Context: an optimization exercise on an open-source flow, tuned for small area, a short achievable clock period and few clock cycles. The choices shown serve that exercise and are no tape-out recipe. The RTL was checked by simulation tests, not by an equivalence proof against the original design. Power and IR drop assume default switching activity.

==> flow/run.sh <==
#!/bin/bash
# synth_recipe.tcl (not shown) runs the flow's synth.tcl, then flattens the netlist and writes it again
# the make line also repeats each setting of config.mk as NAME=value (left out here)
make -C /OpenROAD-flow-scripts/flow DESIGN_CONFIG=/design/flow/config.mk WORK_HOME=/design/flow/orfs CLKGATE_MAP_FILE= SYNTH_SCRIPT=/design/flow/synth_recipe.tcl finish
==> flow/config.mk <==
export PLATFORM = sky130hd
export DESIGN_NAME = vs_resampler
export DESIGN_NICKNAME = vs_resampler
export VERILOG_FILES = /design/flow/design.v
export SDC_FILE = /design/flow/constraint.sdc
export NUM_CORES = 4
export LEC_CHECK = 0
export CAP_MARGIN = 20
export CORE_MARGIN = 2
export CORE_UTILIZATION = 35
export SLEW_MARGIN = 20
export SYNTH_MEMORY_MAX_BITS = 65536
==> flow/constraint.sdc <==
create_clock -name core_clock -period 16.0 [get_ports {clk}]
set_input_delay 3.2000 -clock core_clock [delete_from_list [all_inputs] [get_ports {clk}]]
set_output_delay 3.2000 -clock core_clock [all_outputs]
set_load 0.01 [all_outputs]
==> flow/design.v <==
module vs_tap_rom (
    input  wire [7:0]  phase,
    output reg  [47:0] row
);
  always @(*) begin
    case (phase)
      8'd0: row = {12'sd0, 12'sd1024, 12'sd0, 12'sd0};
      8'd1: row = {-12'sd2, 12'sd1024, 12'sd2, 12'sd0};
      8'd2: row = {-12'sd4, 12'sd1024, 12'sd4, 12'sd0};
      8'd3: row = {-12'sd6, 12'sd1024, 12'sd6, 12'sd0};
      8'd4: row = {-12'sd8, 12'sd1024, 12'sd8, 12'sd0};
      8'd5: row = {-12'sd10, 12'sd1023, 12'sd11, 12'sd0};
      8'd6: row = {-12'sd11, 12'sd1022, 12'sd13, 12'sd0};
      8'd7: row = {-12'sd13, 12'sd1022, 12'sd15, 12'sd0};
      8'd8: row = {-12'sd15, 12'sd1021, 12'sd18, 12'sd0};
      8'd9: row = {-12'sd17, 12'sd1022, 12'sd20, -12'sd1};
      8'd10: row = {-12'sd18, 12'sd1020, 12'sd23, -12'sd1};
      8'd11: row = {-12'sd20, 12'sd1019, 12'sd26, -12'sd1};
      8'd12: row = {-12'sd22, 12'sd1019, 12'sd28, -12'sd1};
      8'd13: row = {-12'sd23, 12'sd1017, 12'sd31, -12'sd1};
      8'd14: row = {-12'sd25, 12'sd1016, 12'sd34, -12'sd1};
      8'd15: row = {-12'sd27, 12'sd1016, 12'sd37, -12'sd2};
      8'd16: row = {-12'sd28, 12'sd1014, 12'sd40, -12'sd2};
      8'd17: row = {-12'sd30, 12'sd1013, 12'sd43, -12'sd2};
      8'd18: row = {-12'sd31, 12'sd1011, 12'sd46, -12'sd2};
      8'd19: row = {-12'sd33, 12'sd1011, 12'sd49, -12'sd3};
      8'd20: row = {-12'sd34, 12'sd1009, 12'sd52, -12'sd3};
      8'd21: row = {-12'sd35, 12'sd1007, 12'sd55, -12'sd3};
      8'd22: row = {-12'sd37, 12'sd1006, 12'sd58, -12'sd3};
      8'd23: row = {-12'sd38, 12'sd1005, 12'sd61, -12'sd4};
      8'd24: row = {-12'sd39, 12'sd1002, 12'sd65, -12'sd4};
      8'd25: row = {-12'sd41, 12'sd1001, 12'sd68, -12'sd4};
      8'd26: row = {-12'sd42, 12'sd999, 12'sd72, -12'sd5};
      8'd27: row = {-12'sd43, 12'sd997, 12'sd75, -12'sd5};
      8'd28: row = {-12'sd44, 12'sd995, 12'sd78, -12'sd5};
      8'd29: row = {-12'sd46, 12'sd994, 12'sd82, -12'sd6};
      8'd30: row = {-12'sd47, 12'sd991, 12'sd86, -12'sd6};
      8'd31: row = {-12'sd48, 12'sd990, 12'sd89, -12'sd7};
      8'd32: row = {-12'sd49, 12'sd987, 12'sd93, -12'sd7};
      8'd33: row = {-12'sd50, 12'sd984, 12'sd97, -12'sd7};
      8'd34: row = {-12'sd51, 12'sd982, 12'sd101, -12'sd8};
      8'd35: row = {-12'sd52, 12'sd980, 12'sd104, -12'sd8};
      8'd36: row = {-12'sd53, 12'sd978, 12'sd108, -12'sd9};
      8'd37: row = {-12'sd54, 12'sd975, 12'sd112, -12'sd9};
      8'd38: row = {-12'sd55, 12'sd973, 12'sd116, -12'sd10};
      8'd39: row = {-12'sd56, 12'sd970, 12'sd120, -12'sd10};
      8'd40: row = {-12'sd57, 12'sd968, 12'sd124, -12'sd11};
      8'd41: row = {-12'sd58, 12'sd965, 12'sd128, -12'sd11};
      8'd42: row = {-12'sd59, 12'sd963, 12'sd132, -12'sd12};
      8'd43: row = {-12'sd60, 12'sd959, 12'sd137, -12'sd12};
      8'd44: row = {-12'sd60, 12'sd956, 12'sd141, -12'sd13};
      8'd45: row = {-12'sd61, 12'sd953, 12'sd145, -12'sd13};
      8'd46: row = {-12'sd62, 12'sd951, 12'sd149, -12'sd14};
      8'd47: row = {-12'sd63, 12'sd947, 12'sd154, -12'sd14};
      8'd48: row = {-12'sd63, 12'sd944, 12'sd158, -12'sd15};
      8'd49: row = {-12'sd64, 12'sd941, 12'sd162, -12'sd15};
      8'd50: row = {-12'sd65, 12'sd938, 12'sd167, -12'sd16};
      8'd51: row = {-12'sd65, 12'sd934, 12'sd171, -12'sd16};
      8'd52: row = {-12'sd66, 12'sd931, 12'sd176, -12'sd17};
      8'd53: row = {-12'sd67, 12'sd928, 12'sd180, -12'sd17};
      8'd54: row = {-12'sd67, 12'sd924, 12'sd185, -12'sd18};
      8'd55: row = {-12'sd68, 12'sd922, 12'sd189, -12'sd19};
      8'd56: row = {-12'sd68, 12'sd917, 12'sd194, -12'sd19};
      8'd57: row = {-12'sd69, 12'sd914, 12'sd199, -12'sd20};
      8'd58: row = {-12'sd69, 12'sd910, 12'sd203, -12'sd20};
      8'd59: row = {-12'sd70, 12'sd907, 12'sd208, -12'sd21};
      8'd60: row = {-12'sd70, 12'sd903, 12'sd213, -12'sd22};
      8'd61: row = {-12'sd71, 12'sd899, 12'sd218, -12'sd22};
      8'd62: row = {-12'sd71, 12'sd896, 12'sd222, -12'sd23};
      8'd63: row = {-12'sd72, 12'sd892, 12'sd227, -12'sd23};
      8'd64: row = {-12'sd72, 12'sd888, 12'sd232, -12'sd24};
      8'd65: row = {-12'sd72, 12'sd884, 12'sd237, -12'sd25};
      8'd66: row = {-12'sd73, 12'sd880, 12'sd242, -12'sd25};
      8'd67: row = {-12'sd73, 12'sd876, 12'sd247, -12'sd26};
      8'd68: row = {-12'sd73, 12'sd872, 12'sd252, -12'sd27};
      8'd69: row = {-12'sd74, 12'sd868, 12'sd257, -12'sd27};
      8'd70: row = {-12'sd74, 12'sd864, 12'sd262, -12'sd28};
      8'd71: row = {-12'sd74, 12'sd859, 12'sd267, -12'sd28};
      8'd72: row = {-12'sd74, 12'sd855, 12'sd272, -12'sd29};
      8'd73: row = {-12'sd75, 12'sd852, 12'sd277, -12'sd30};
      8'd74: row = {-12'sd75, 12'sd847, 12'sd282, -12'sd30};
      8'd75: row = {-12'sd75, 12'sd843, 12'sd287, -12'sd31};
      8'd76: row = {-12'sd75, 12'sd839, 12'sd292, -12'sd32};
      8'd77: row = {-12'sd75, 12'sd834, 12'sd297, -12'sd32};
      8'd78: row = {-12'sd75, 12'sd829, 12'sd303, -12'sd33};
      8'd79: row = {-12'sd76, 12'sd826, 12'sd308, -12'sd34};
      8'd80: row = {-12'sd76, 12'sd821, 12'sd313, -12'sd34};
      8'd81: row = {-12'sd76, 12'sd817, 12'sd318, -12'sd35};
      8'd82: row = {-12'sd76, 12'sd812, 12'sd324, -12'sd36};
      8'd83: row = {-12'sd76, 12'sd807, 12'sd329, -12'sd36};
      8'd84: row = {-12'sd76, 12'sd803, 12'sd334, -12'sd37};
      8'd85: row = {-12'sd76, 12'sd798, 12'sd340, -12'sd38};
      8'd86: row = {-12'sd76, 12'sd793, 12'sd345, -12'sd38};
      8'd87: row = {-12'sd76, 12'sd789, 12'sd350, -12'sd39};
      8'd88: row = {-12'sd76, 12'sd784, 12'sd356, -12'sd40};
      8'd89: row = {-12'sd76, 12'sd779, 12'sd361, -12'sd40};
      8'd90: row = {-12'sd76, 12'sd775, 12'sd366, -12'sd41};
      8'd91: row = {-12'sd76, 12'sd770, 12'sd372, -12'sd42};
      8'd92: row = {-12'sd76, 12'sd765, 12'sd377, -12'sd42};
      8'd93: row = {-12'sd75, 12'sd759, 12'sd383, -12'sd43};
      8'd94: row = {-12'sd75, 12'sd755, 12'sd388, -12'sd44};
      8'd95: row = {-12'sd75, 12'sd749, 12'sd394, -12'sd44};
      8'd96: row = {-12'sd75, 12'sd745, 12'sd399, -12'sd45};
      8'd97: row = {-12'sd75, 12'sd741, 12'sd404, -12'sd46};
      8'd98: row = {-12'sd75, 12'sd735, 12'sd410, -12'sd46};
      8'd99: row = {-12'sd74, 12'sd730, 12'sd415, -12'sd47};
      8'd100: row = {-12'sd74, 12'sd725, 12'sd421, -12'sd48};
      8'd101: row = {-12'sd74, 12'sd720, 12'sd426, -12'sd48};
      8'd102: row = {-12'sd74, 12'sd715, 12'sd432, -12'sd49};
      8'd103: row = {-12'sd74, 12'sd711, 12'sd437, -12'sd50};
      8'd104: row = {-12'sd73, 12'sd704, 12'sd443, -12'sd50};
      8'd105: row = {-12'sd73, 12'sd699, 12'sd449, -12'sd51};
      8'd106: row = {-12'sd73, 12'sd694, 12'sd454, -12'sd51};
      8'd107: row = {-12'sd72, 12'sd688, 12'sd460, -12'sd52};
      8'd108: row = {-12'sd72, 12'sd684, 12'sd465, -12'sd53};
      8'd109: row = {-12'sd72, 12'sd678, 12'sd471, -12'sd53};
      8'd110: row = {-12'sd72, 12'sd674, 12'sd476, -12'sd54};
      8'd111: row = {-12'sd71, 12'sd668, 12'sd482, -12'sd55};
      8'd112: row = {-12'sd71, 12'sd663, 12'sd487, -12'sd55};
      8'd113: row = {-12'sd71, 12'sd658, 12'sd493, -12'sd56};
      8'd114: row = {-12'sd70, 12'sd652, 12'sd498, -12'sd56};
      8'd115: row = {-12'sd70, 12'sd647, 12'sd504, -12'sd57};
      8'd116: row = {-12'sd69, 12'sd640, 12'sd510, -12'sd57};
      8'd117: row = {-12'sd69, 12'sd636, 12'sd515, -12'sd58};
      8'd118: row = {-12'sd69, 12'sd631, 12'sd521, -12'sd59};
      8'd119: row = {-12'sd68, 12'sd625, 12'sd526, -12'sd59};
      8'd120: row = {-12'sd68, 12'sd620, 12'sd532, -12'sd60};
      8'd121: row = {-12'sd67, 12'sd614, 12'sd537, -12'sd60};
      8'd122: row = {-12'sd67, 12'sd609, 12'sd543, -12'sd61};
      8'd123: row = {-12'sd66, 12'sd603, 12'sd548, -12'sd61};
      8'd124: row = {-12'sd66, 12'sd598, 12'sd554, -12'sd62};
      8'd125: row = {-12'sd65, 12'sd592, 12'sd559, -12'sd62};
      8'd126: row = {-12'sd65, 12'sd587, 12'sd565, -12'sd63};
      8'd127: row = {-12'sd64, 12'sd581, 12'sd570, -12'sd63};
      8'd128: row = {-12'sd64, 12'sd576, 12'sd576, -12'sd64};
      8'd129: row = {-12'sd63, 12'sd570, 12'sd581, -12'sd64};
      8'd130: row = {-12'sd63, 12'sd565, 12'sd587, -12'sd65};
      8'd131: row = {-12'sd62, 12'sd559, 12'sd592, -12'sd65};
      8'd132: row = {-12'sd62, 12'sd554, 12'sd598, -12'sd66};
      8'd133: row = {-12'sd61, 12'sd548, 12'sd603, -12'sd66};
      8'd134: row = {-12'sd61, 12'sd543, 12'sd609, -12'sd67};
      8'd135: row = {-12'sd60, 12'sd537, 12'sd614, -12'sd67};
      8'd136: row = {-12'sd60, 12'sd532, 12'sd620, -12'sd68};
      8'd137: row = {-12'sd59, 12'sd526, 12'sd625, -12'sd68};
      8'd138: row = {-12'sd59, 12'sd521, 12'sd631, -12'sd69};
      8'd139: row = {-12'sd58, 12'sd515, 12'sd636, -12'sd69};
      8'd140: row = {-12'sd57, 12'sd509, 12'sd641, -12'sd69};
      8'd141: row = {-12'sd57, 12'sd504, 12'sd647, -12'sd70};
      8'd142: row = {-12'sd56, 12'sd498, 12'sd652, -12'sd70};
      8'd143: row = {-12'sd56, 12'sd494, 12'sd657, -12'sd71};
      8'd144: row = {-12'sd55, 12'sd487, 12'sd663, -12'sd71};
      8'd145: row = {-12'sd55, 12'sd482, 12'sd668, -12'sd71};
      8'd146: row = {-12'sd54, 12'sd477, 12'sd673, -12'sd72};
      8'd147: row = {-12'sd53, 12'sd471, 12'sd678, -12'sd72};
      8'd148: row = {-12'sd53, 12'sd465, 12'sd684, -12'sd72};
      8'd149: row = {-12'sd52, 12'sd459, 12'sd689, -12'sd72};
      8'd150: row = {-12'sd51, 12'sd454, 12'sd694, -12'sd73};
      8'd151: row = {-12'sd51, 12'sd449, 12'sd699, -12'sd73};
      8'd152: row = {-12'sd50, 12'sd443, 12'sd704, -12'sd73};
      8'd153: row = {-12'sd50, 12'sd438, 12'sd710, -12'sd74};
      8'd154: row = {-12'sd49, 12'sd432, 12'sd715, -12'sd74};
      8'd155: row = {-12'sd48, 12'sd426, 12'sd720, -12'sd74};
      8'd156: row = {-12'sd48, 12'sd421, 12'sd725, -12'sd74};
      8'd157: row = {-12'sd47, 12'sd415, 12'sd730, -12'sd74};
      8'd158: row = {-12'sd46, 12'sd410, 12'sd735, -12'sd75};
      8'd159: row = {-12'sd46, 12'sd405, 12'sd740, -12'sd75};
      8'd160: row = {-12'sd45, 12'sd399, 12'sd745, -12'sd75};
      8'd161: row = {-12'sd44, 12'sd393, 12'sd750, -12'sd75};
      8'd162: row = {-12'sd44, 12'sd388, 12'sd755, -12'sd75};
      8'd163: row = {-12'sd43, 12'sd382, 12'sd760, -12'sd75};
      8'd164: row = {-12'sd42, 12'sd377, 12'sd765, -12'sd76};
      8'd165: row = {-12'sd42, 12'sd372, 12'sd770, -12'sd76};
      8'd166: row = {-12'sd41, 12'sd367, 12'sd774, -12'sd76};
      8'd167: row = {-12'sd40, 12'sd361, 12'sd779, -12'sd76};
      8'd168: row = {-12'sd40, 12'sd356, 12'sd784, -12'sd76};
      8'd169: row = {-12'sd39, 12'sd350, 12'sd789, -12'sd76};
      8'd170: row = {-12'sd38, 12'sd345, 12'sd793, -12'sd76};
      8'd171: row = {-12'sd38, 12'sd340, 12'sd798, -12'sd76};
      8'd172: row = {-12'sd37, 12'sd334, 12'sd803, -12'sd76};
      8'd173: row = {-12'sd36, 12'sd329, 12'sd807, -12'sd76};
      8'd174: row = {-12'sd36, 12'sd324, 12'sd812, -12'sd76};
      8'd175: row = {-12'sd35, 12'sd319, 12'sd816, -12'sd76};
      8'd176: row = {-12'sd34, 12'sd313, 12'sd821, -12'sd76};
      8'd177: row = {-12'sd34, 12'sd309, 12'sd825, -12'sd76};
      8'd178: row = {-12'sd33, 12'sd302, 12'sd830, -12'sd75};
      8'd179: row = {-12'sd32, 12'sd297, 12'sd834, -12'sd75};
      8'd180: row = {-12'sd32, 12'sd292, 12'sd839, -12'sd75};
      8'd181: row = {-12'sd31, 12'sd287, 12'sd843, -12'sd75};
      8'd182: row = {-12'sd30, 12'sd282, 12'sd847, -12'sd75};
      8'd183: row = {-12'sd30, 12'sd278, 12'sd851, -12'sd75};
      8'd184: row = {-12'sd29, 12'sd271, 12'sd856, -12'sd74};
      8'd185: row = {-12'sd28, 12'sd266, 12'sd860, -12'sd74};
      8'd186: row = {-12'sd28, 12'sd262, 12'sd864, -12'sd74};
      8'd187: row = {-12'sd27, 12'sd257, 12'sd868, -12'sd74};
      8'd188: row = {-12'sd27, 12'sd252, 12'sd872, -12'sd73};
      8'd189: row = {-12'sd26, 12'sd247, 12'sd876, -12'sd73};
      8'd190: row = {-12'sd25, 12'sd242, 12'sd880, -12'sd73};
      8'd191: row = {-12'sd25, 12'sd237, 12'sd884, -12'sd72};
      8'd192: row = {-12'sd24, 12'sd232, 12'sd888, -12'sd72};
      8'd193: row = {-12'sd23, 12'sd227, 12'sd892, -12'sd72};
      8'd194: row = {-12'sd23, 12'sd222, 12'sd896, -12'sd71};
      8'd195: row = {-12'sd22, 12'sd218, 12'sd899, -12'sd71};
      8'd196: row = {-12'sd22, 12'sd213, 12'sd903, -12'sd70};
      8'd197: row = {-12'sd21, 12'sd208, 12'sd907, -12'sd70};
      8'd198: row = {-12'sd20, 12'sd203, 12'sd910, -12'sd69};
      8'd199: row = {-12'sd20, 12'sd199, 12'sd914, -12'sd69};
      8'd200: row = {-12'sd19, 12'sd193, 12'sd918, -12'sd68};
      8'd201: row = {-12'sd19, 12'sd190, 12'sd921, -12'sd68};
      8'd202: row = {-12'sd18, 12'sd184, 12'sd925, -12'sd67};
      8'd203: row = {-12'sd17, 12'sd180, 12'sd928, -12'sd67};
      8'd204: row = {-12'sd17, 12'sd176, 12'sd931, -12'sd66};
      8'd205: row = {-12'sd16, 12'sd170, 12'sd935, -12'sd65};
      8'd206: row = {-12'sd16, 12'sd167, 12'sd938, -12'sd65};
      8'd207: row = {-12'sd15, 12'sd162, 12'sd941, -12'sd64};
      8'd208: row = {-12'sd15, 12'sd158, 12'sd944, -12'sd63};
      8'd209: row = {-12'sd14, 12'sd154, 12'sd947, -12'sd63};
      8'd210: row = {-12'sd14, 12'sd150, 12'sd950, -12'sd62};
      8'd211: row = {-12'sd13, 12'sd145, 12'sd953, -12'sd61};
      8'd212: row = {-12'sd13, 12'sd141, 12'sd956, -12'sd60};
      8'd213: row = {-12'sd12, 12'sd137, 12'sd959, -12'sd60};
      8'd214: row = {-12'sd12, 12'sd133, 12'sd962, -12'sd59};
      8'd215: row = {-12'sd11, 12'sd128, 12'sd965, -12'sd58};
      8'd216: row = {-12'sd11, 12'sd125, 12'sd967, -12'sd57};
      8'd217: row = {-12'sd10, 12'sd120, 12'sd970, -12'sd56};
      8'd218: row = {-12'sd10, 12'sd116, 12'sd973, -12'sd55};
      8'd219: row = {-12'sd9, 12'sd112, 12'sd975, -12'sd54};
      8'd220: row = {-12'sd9, 12'sd108, 12'sd978, -12'sd53};
      8'd221: row = {-12'sd8, 12'sd104, 12'sd980, -12'sd52};
      8'd222: row = {-12'sd8, 12'sd101, 12'sd982, -12'sd51};
      8'd223: row = {-12'sd7, 12'sd96, 12'sd985, -12'sd50};
      8'd224: row = {-12'sd7, 12'sd93, 12'sd987, -12'sd49};
      8'd225: row = {-12'sd7, 12'sd90, 12'sd989, -12'sd48};
      8'd226: row = {-12'sd6, 12'sd86, 12'sd991, -12'sd47};
      8'd227: row = {-12'sd6, 12'sd83, 12'sd993, -12'sd46};
      8'd228: row = {-12'sd5, 12'sd78, 12'sd995, -12'sd44};
      8'd229: row = {-12'sd5, 12'sd75, 12'sd997, -12'sd43};
      8'd230: row = {-12'sd5, 12'sd72, 12'sd999, -12'sd42};
      8'd231: row = {-12'sd4, 12'sd68, 12'sd1001, -12'sd41};
      8'd232: row = {-12'sd4, 12'sd64, 12'sd1003, -12'sd39};
      8'd233: row = {-12'sd4, 12'sd62, 12'sd1004, -12'sd38};
      8'd234: row = {-12'sd3, 12'sd58, 12'sd1006, -12'sd37};
      8'd235: row = {-12'sd3, 12'sd54, 12'sd1008, -12'sd35};
      8'd236: row = {-12'sd3, 12'sd52, 12'sd1009, -12'sd34};
      8'd237: row = {-12'sd3, 12'sd49, 12'sd1011, -12'sd33};
      8'd238: row = {-12'sd2, 12'sd45, 12'sd1012, -12'sd31};
      8'd239: row = {-12'sd2, 12'sd43, 12'sd1013, -12'sd30};
      8'd240: row = {-12'sd2, 12'sd40, 12'sd1014, -12'sd28};
      8'd241: row = {-12'sd2, 12'sd37, 12'sd1016, -12'sd27};
      8'd242: row = {-12'sd1, 12'sd33, 12'sd1017, -12'sd25};
      8'd243: row = {-12'sd1, 12'sd30, 12'sd1018, -12'sd23};
      8'd244: row = {-12'sd1, 12'sd28, 12'sd1019, -12'sd22};
      8'd245: row = {-12'sd1, 12'sd26, 12'sd1019, -12'sd20};
      8'd246: row = {-12'sd1, 12'sd23, 12'sd1020, -12'sd18};
      8'd247: row = {-12'sd1, 12'sd21, 12'sd1021, -12'sd17};
      8'd248: row = {12'sd0, 12'sd17, 12'sd1022, -12'sd15};
      8'd249: row = {12'sd0, 12'sd15, 12'sd1022, -12'sd13};
      8'd250: row = {12'sd0, 12'sd12, 12'sd1023, -12'sd11};
      8'd251: row = {12'sd0, 12'sd11, 12'sd1023, -12'sd10};
      8'd252: row = {12'sd0, 12'sd9, 12'sd1023, -12'sd8};
      8'd253: row = {12'sd0, 12'sd6, 12'sd1024, -12'sd6};
      8'd254: row = {12'sd0, 12'sd4, 12'sd1024, -12'sd4};
      8'd255: row = {12'sd0, 12'sd2, 12'sd1024, -12'sd2};
      default: row = 48'd0;
    endcase
  end
endmodule
module vs_divider #(
    parameter NW = 46,
    parameter DW = 15
) (
    input  wire          clk,
    input  wire          rst,
    input  wire          start,
    input  wire [NW-1:0] num,
    input  wire [DW-1:0] den,
    output reg  [NW-1:0] quo,
    output reg           done
);
  reg [NW-1:0] dividend;
  reg [DW:0]   rem;
  reg [DW-1:0] divisor;
  reg [6:0]    count;
  reg          running;
  wire [DW:0] rem_shift = {rem[DW-1:0], dividend[NW-1]};
  wire        fits      = rem_shift >= {1'b0, divisor};
  always @(posedge clk) begin
    if (rst) begin
      running <= 1'b0;
      done    <= 1'b0;
    end else begin
      done <= 1'b0;
      if (start) begin
        dividend <= num;
        divisor  <= den;
        rem      <= {(DW+1){1'b0}};
        quo      <= {NW{1'b0}};
        count    <= NW[6:0];
        running  <= 1'b1;
      end else if (running) begin
        rem      <= fits ? rem_shift - {1'b0, divisor} : rem_shift;
        quo      <= {quo[NW-2:0], fits};
        dividend <= {dividend[NW-2:0], 1'b0};
        count    <= count - 7'd1;
        if (count == 7'd1) begin
          running <= 1'b0;
          done    <= 1'b1;
        end
      end
    end
  end
endmodule
module vs_resampler (
    input  wire        clk,
    input  wire        rst,
    input  wire        start,
    input  wire [1:0]  method,        
    input  wire [14:0] src_w,
    input  wire [14:0] src_h,
    input  wire [14:0] dst_w,
    input  wire [14:0] dst_h,
    input  wire [31:0] src_base,
    input  wire [15:0] src_stride,
    input  wire [31:0] dst_base,
    input  wire [15:0] dst_stride,
    output wire        done,
    output wire        err,
    output wire        rd_en,
    output wire [31:0] rd_addr,
    input  wire [7:0]  rd_data,
    output wire        wr_en,
    output wire [31:0] wr_addr,
    output wire [7:0]  wr_data
);
  localparam M_NEAREST  = 2'd0;
  localparam M_BILINEAR = 2'd1;
  localparam M_4TAP     = 2'd2;
  localparam S_IDLE    = 4'd0;
  localparam S_YDIV_GO = 4'd1;
  localparam S_YDIV    = 4'd2;
  localparam S_XDIV_GO = 4'd3;
  localparam S_XDIV    = 4'd4;
  localparam S_FETCH   = 4'd5;
  localparam S_LAST1   = 4'd6;
  localparam S_LAST2   = 4'd7;
  localparam S_WRITE   = 4'd8;
  localparam S_FLUSH   = 4'd9;
  localparam S_DONE    = 4'd10;
  reg [3:0] state;
  reg       err_r;
  wire [1:0] meth = (method == M_4TAP && src_h < 15'd4) ? M_BILINEAR : method;
  wire [2:0] ntaps = (meth == M_4TAP) ? 3'd4 : (meth == M_BILINEAR) ? 3'd2 : 3'd1;
  wire       off_m1 = (meth == M_4TAP);
  wire [4:0] shift  = (meth == M_4TAP) ? 5'd10 : (meth == M_BILINEAR) ? 5'd16 : 5'd0;
  wire [31:0] rnd   = (meth == M_4TAP) ? 32'd512 : (meth == M_BILINEAR) ? 32'd32768 : 32'd0;
  reg [14:0] dx, dy;
  reg [14:0] ix, jy;
  reg [15:0] fx, gy;
  wire        ydiv = (state == S_YDIV_GO);
  wire [45:0] div_num = ydiv ? {({15'd0, dy} * {15'd0, src_h}), 16'd0}
                             : {({15'd0, dx} * {15'd0, src_w}), 16'd0};
  wire [14:0] div_den = ydiv ? dst_h : dst_w;
  wire        div_start = (state == S_YDIV_GO) || (state == S_XDIV_GO);
  wire [45:0] div_quo;
  wire        div_done;
  vs_divider #(.NW(46), .DW(15)) u_div (
      .clk(clk), .rst(rst), .start(div_start),
      .num(div_num), .den(div_den), .quo(div_quo), .done(div_done));
  wire [47:0] xrow, yrow;
  vs_tap_rom u_xtaps (.phase(fx[15:8]), .row(xrow));
  vs_tap_rom u_ytaps (.phase(gy[15:8]), .row(yrow));
  function [17:0] weight;
    input [1:0]  m;
    input [15:0] frac;
    input [47:0] row;
    input [1:0]  k;
    begin
      case (m)
        M_4TAP: begin
          case (k)
            2'd0: weight = {{6{row[47]}}, row[47:36]};
            2'd1: weight = {{6{row[35]}}, row[35:24]};
            2'd2: weight = {{6{row[23]}}, row[23:12]};
            default: weight = {{6{row[11]}}, row[11:0]};
          endcase
        end
        M_BILINEAR: begin
          case (k)
            2'd0: weight = 18'd65536 - {2'b00, frac};
            2'd1: weight = {2'b00, frac};
            default: weight = 18'd0;
          endcase
        end
        default: weight = (k == 2'd0) ? 18'd1 : 18'd0;
      endcase
    end
  endfunction
  function [14:0] clampi;
    input signed [16:0] v;
    input [14:0]        n;
    begin
      if (v < 0)
        clampi = 15'd0;
      else if (v >= $signed({2'b00, n}))
        clampi = n - 15'd1;
      else
        clampi = v[14:0];
    end
  endfunction
  function [7:0] sat8;
    input signed [31:0] v;
    begin
      if (v < 0)
        sat8 = 8'd0;
      else if (v > 255)
        sat8 = 8'd255;
      else
        sat8 = v[7:0];
    end
  endfunction
  reg [1:0] kr, kc;
  wire [2:0] kr_next = {1'b0, kr} + 3'd1;
  wire [2:0] kc_next = {1'b0, kc} + 3'd1;
  wire       last_col = (kc_next == ntaps);
  wire       last_tap = last_col && (kr_next == ntaps);
  wire signed [16:0] col_raw = $signed({2'b00, ix}) + $signed({15'd0, kc}) - (off_m1 ? 17'sd1 : 17'sd0);
  wire signed [16:0] row_raw = $signed({2'b00, jy}) + $signed({15'd0, kr}) - (off_m1 ? 17'sd1 : 17'sd0);
  wire [14:0] src_col = clampi(col_raw, src_w);
  wire [14:0] src_row = clampi(row_raw, src_h);
  reg        rd_en_r;
  reg [31:0] rd_addr_r;
  assign rd_en   = rd_en_r;
  assign rd_addr = rd_addr_r;
  always @(posedge clk) begin
    if (rst) begin
      rd_en_r <= 1'b0;
    end else begin
      rd_en_r <= (state == S_FETCH);
    end
    rd_addr_r <= src_base + ({17'd0, src_row} * {16'd0, src_stride}) + {17'd0, src_col};
  end
  reg        q_valid, p_valid;
  reg [1:0]  q_kr, q_kc, p_kr, p_kc;
  reg        q_last_col, p_last_col;
  reg signed [31:0] hacc;
  reg [7:0]  hval0, hval1, hval2, hval3;
  wire [17:0] wx = weight(meth, fx, xrow, p_kc);
  wire signed [31:0] hprod = $signed({24'd0, rd_data}) * $signed({{14{wx[17]}}, wx});
  wire signed [31:0] hsum  = hacc + hprod;
  wire [7:0]  hres = sat8((hsum + $signed(rnd)) >>> shift);
  always @(posedge clk) begin
    if (rst) begin
      q_valid <= 1'b0;
      p_valid <= 1'b0;
      hacc    <= 32'sd0;
    end else begin
      q_valid    <= (state == S_FETCH);
      q_kr       <= kr;
      q_kc       <= kc;
      q_last_col <= last_col;
      p_valid    <= q_valid;
      p_kr       <= q_kr;
      p_kc       <= q_kc;
      p_last_col <= q_last_col;
      if (p_valid) begin
        if (p_last_col) begin
          hacc <= 32'sd0;
          case (p_kr)
            2'd0: hval0 <= hres;
            2'd1: hval1 <= hres;
            2'd2: hval2 <= hres;
            default: hval3 <= hres;
          endcase
        end else begin
          hacc <= hsum;
        end
      end
    end
  end
  wire [17:0] wy0 = weight(meth, gy, yrow, 2'd0);
  wire [17:0] wy1 = weight(meth, gy, yrow, 2'd1);
  wire [17:0] wy2 = weight(meth, gy, yrow, 2'd2);
  wire [17:0] wy3 = weight(meth, gy, yrow, 2'd3);
  wire signed [31:0] vsum =
      $signed({24'd0, hval0}) * $signed({{14{wy0[17]}}, wy0}) +
      $signed({24'd0, hval1}) * $signed({{14{wy1[17]}}, wy1}) +
      $signed({24'd0, hval2}) * $signed({{14{wy2[17]}}, wy2}) +
      $signed({24'd0, hval3}) * $signed({{14{wy3[17]}}, wy3});
  wire [7:0] vres = sat8((vsum + $signed(rnd)) >>> shift);
  reg        wr_en_r;
  reg [31:0] wr_addr_r;
  reg [7:0]  wr_data_r;
  assign wr_en   = wr_en_r;
  assign wr_addr = wr_addr_r;
  assign wr_data = wr_data_r;
  always @(posedge clk) begin
    if (rst) begin
      wr_en_r <= 1'b0;
    end else begin
      wr_en_r <= (state == S_WRITE);
    end
    wr_addr_r <= dst_base + ({17'd0, dy} * {16'd0, dst_stride}) + {17'd0, dx};
    wr_data_r <= vres;
  end
  assign done = (state == S_DONE);
  assign err  = (state == S_DONE) && err_r;
  always @(posedge clk) begin
    if (rst) begin
      state <= S_IDLE;
      err_r <= 1'b0;
    end else begin
      case (state)
        S_IDLE, S_DONE: begin
          if (start) begin
            dx <= 15'd0;
            dy <= 15'd0;
            if (method == 2'd3) begin
              err_r <= 1'b1;
              state <= S_DONE;
            end else begin
              err_r <= 1'b0;
              state <= S_YDIV_GO;
            end
          end else begin
            state <= S_IDLE;
          end
        end
        S_YDIV_GO: state <= S_YDIV;
        S_YDIV: begin
          if (div_done) begin
            jy    <= div_quo[30:16];
            gy    <= div_quo[15:0];
            state <= S_XDIV_GO;
          end
        end
        S_XDIV_GO: state <= S_XDIV;
        S_XDIV: begin
          if (div_done) begin
            ix    <= div_quo[30:16];
            fx    <= div_quo[15:0];
            kr    <= 2'd0;
            kc    <= 2'd0;
            state <= S_FETCH;
          end
        end
        S_FETCH: begin
          if (last_tap) begin
            state <= S_LAST1;
          end else if (last_col) begin
            kc <= 2'd0;
            kr <= kr + 2'd1;
          end else begin
            kc <= kc + 2'd1;
          end
        end
        S_LAST1: state <= S_LAST2;
        S_LAST2: state <= S_WRITE;
        S_FLUSH: state <= S_DONE;
        S_WRITE: begin
          if (dx == dst_w - 15'd1) begin
            dx <= 15'd0;
            if (dy == dst_h - 15'd1) begin
              state <= S_FLUSH;
            end else begin
              dy    <= dy + 15'd1;
              state <= S_YDIV_GO;
            end
          end else begin
            dx    <= dx + 15'd1;
            state <= S_XDIV_GO;
          end
        end
        default: state <= S_IDLE;
      endcase
    end
  end
endmodule
==> impl_metrics.csv <==
group,metric,value,unit
timing,tns,0,ps
clocking,cts_hold_buf,0,
timing,hold_violations,0,
floorplan,die_h,514,microns
grt,antenna_found_initial,15,
status,status,"no timing/DRC/antenna violations",
critical_path,worst_path_max_delay_cell,"clkdlybuf4s50_1",
timing,tightest_slew,1150,ps
logic_synthesis,yosys.area.top_type,"fa_1",
finish,multi_input_area,0.0708,sq mm
pwr,vdd_ir_drop_max,367,uV
floorplan,fp.dieW,514,microns
floorplan,initial_core_util,35.1,%
route,via_per_inst,5.52,
floorplan,die_area,0.264,sq mm
hold_path,holdCritStartpoint,"q_last_col",
critical_path,startpoint,"src_h[4]",
clocking,clk_latency,730,ps
timing,rsz0062_at_grt,"false",
finish,fillCellCount,26600,
route,wl_per_cell,20.9,microns
logic_synthesis,synth_nets,13300,
logic_synthesis,synth_area,0.0911,sq mm
clocking,cts_root_buffer,"clkbuf_16",
logic_synthesis,yosys.area.top_type_share,30.4,%
clocking,cts_tree,"yes",
clocking,post_cts_buffers,0,
logic_synthesis,synth-edff-count,236,
grt,grt-ovfl-total,0,
grt,grt_max_degree,94,
finish,synthToLayoutAreaGrowth,9.06,%
place,place_congestion,0.999,
critical_path,crit_type,"input port to register",
route,drt_first_pass_iters,12,
critical_path,regToRegStartpoint,"kr[0]",
clocking,clk_path_buf_depth,3,
logic_synthesis,syn_inst,10900,
logic_synthesis,ys_types,108,
place,hpwl,232,mm
timing,max_clock_freq,66.9,MHz
clocking,cts_resized,0,
grt,grt_pass1_wl,469,mm
pwr,p_total,16500,uW
floorplan,core,0.259,sq mm
logic_synthesis,synth_warnings,3,
critical_path,cp.arrival,15530,ps
logic_synthesis,synth-seq-area-share,12.0,%
finish,utilization,38.3,%
logic_synthesis,netlist_top_cells_area,"fa_1 30%, ha_1 11%, edfxtp_1 7.8%",
finish,nNetsFinal,13200,
critical_path,cp.buffers_inverters,8,
logic_synthesis,synthArstFlopShare,0,%
logic_synthesis,synth_common_cells,"1858 x inv_1, 1382 x fa_1, 1191 x nand2_1",
floorplan,rows,187,
critical_path,cp_max_fo,7,
critical_path,cp_top_family,"adder cells",
floorplan,ios,245,
critical_path,crit_path_end_kind,"register",
logic_synthesis,ys_ff_latch,426,
hold_path,hold_path_class,"register to register",
pwr,leakage,0.0460,uW
clocking,htree_num_levels,2,
clocking,cts_num_sinks,426,
pwr,powerDensity,166,mW/mm^2
timing,timing.final.crit_share,93.4,%
timing,slew_violations,0,
timing,clock_skew,67.7,ps
grt,track_usage,22.4,%
route,wl,299,mm
timing,slew_headroom,23.3,%
finish,layout-drive-gt1-share,4.54,%
route,vias,78800,
finish,seq_area,0.0109,sq mm
timing,fin_crit,14940,ps
critical_path,critPathRequiredTime,16590,ps
clocking,cts_buffers,55,
timing,setup_viol,0,
logic_synthesis,postSynthAreaPerCell,8.33,sq um
clocking,cts.clk_slew.worst_paths,60,ps
grt,grt_pass1_vias,79500,
route,ant_nets,0,
run,drv_cap,0,
logic_synthesis,synth_ff_type,"edfxtp_1",
route,drcViolationCount,0,
logic_synthesis,yosysMostFrequentCell,"inv_1",
critical_path,cp-start-kind,"input port",
route,first_iter_violations,8612,
place,port_buffers,244,
critical_path,crit_path_max_incr_delay,560,ps
==> placed cells by master, fill, tap and decap left out, types with 40 or more instances in the layout <==
cell	n
inv_1	1856
and2_1	421
clkdlybuf4s50_1	243
nor3_1	168
and3_1	174
a311oi_1	40
nand4_1	91
a211oi_1	123
o31ai_1	92
nand3_1	206
fa_1	1382
a31oi_1	124
buf_4	277
nor2b_1	46
dfxtp_1	189
xor2_1	101
a21o_1	133
o22ai_1	73
clkbuf_16	55
o221ai_1	50
a21oi_1	537
o21ai_0	467
o211ai_1	102
nor2_1	644
nand2_1	1189
ha_1	780
a22oi_1	46
edfxtp_1	236
nand2b_1	53
xnor2_1	245
==> flip-flops by register name, indices dropped and copies added (netlist names), 4 cells and up <==
register / count
ix: 15
jy: 15
hval3: 8
dy: 15
u_div.count: 7
hval1: 8
wr_addr_r: 32
dx: 15
state: 4
u_div.rem: 15
wr_data_r: 8
gy: 16
u_div.divisor: 15
xrow: 38
yrow: 38
rd_addr_r: 32
hval0: 8
hacc: 32
u_div.quo: 31
fx: 16
hval2: 8
u_div.dividend: 30
==> layout make-up <==
class	count	area share, %
Antenna cell	5	0.0126
Clock buffer	65	1.43
Clock inverter	35	0.419
Inverter	1874	7.08
Multi-Input combinational cell	7945	71.2
Sequential cell	426	11.0
Tap cell	3402	4.28
Timing Repair Buffer	524	4.60
==> power by group <==
group / internal [uW] / total, uW / leakage, uW / switching, uW
clock network: 739 / 1310 / 0.000880 / 571
registers: 1440 / 1530 / 0.00375 / 84.2
logic: 5900 / 13700 / 0.0413 / 7750
total: 8080 / 16500 / 0.0460 / 8400
==> final timing paths <==
kind                        end  slack, ps  cells past startpoint
hold / removal       p_last_col        410                      0
setup / recovery  rd_addr_r[31]       1060                     52
setup reg to reg  rd_addr_r[31]       4090                     47
hold reg to reg      p_last_col        410                      0
==> kinds of logic (layout without fill, tap and decap cells) <==
group	after synthesis	count (layout)	share of synthesized area, %
AO/OA/AOI/OAI	2151	2151	15.3
XOR/XNOR	350	350	3.38
adder cells (fa/ha/maj)	2163	2163	41.1
buffers and inverters	2561	2498	10.6
flip-flops	426	426	12.0
multiplexers	83	83	1.08
other	0	5	0
AND/OR/NAND/NOR	3198	3198	16.6
==> through the flow <==
stage	worst slack (ps)	hold slack, ps	cell area (sq um)	instances
after floorplan	463	400	91100	10900
after global placement	437	401	97500	14200
after detailed placement	374	405	97500	14200
after CTS	1040	416	99300	14300
after global routing	150	420	99400	14300
final	1060	414	99400	14300
==> layer usage <==
metal	global-route usage, %	vias up	part of all wire [%]
met1	29.3	38600	41
met5	0	-	0.046
li1	-	35700	-
met4	7.98	12	4.1
met2	37.0	3650	46
met3	4.03	849	8.2
Testbench counts, summed over its fixed seeds: cycles 4,382,737.

[afterwards: timing with drivers on the ports]
How much do the figures lean on ideal ports? The routed layout below was timed once more, with nothing changed but the port constraints.
Step 1, drivers: a clkbuf_16 drives clk and a buf_2 each remaining input, both assumed.
Step 2, shift: input delay + t, output delay - t, t = (earliest + latest rising clock arrival at the registers) / 2. This alone moves slack from input paths to output paths.
a / b / c = ideal ports / drivers / drivers and shift; a / b = the first two.
t, ns: 0.784
setup slack, ns: 1.061 / 1.040 / 0.256
worst setup path after step 2: input to register
worst data-port slew with drivers (ns): 0.16
After both steps this run still meets setup and hold. The setup slack of this run moves by -0.021 ns with the drivers and by -0.805 ns with both steps.
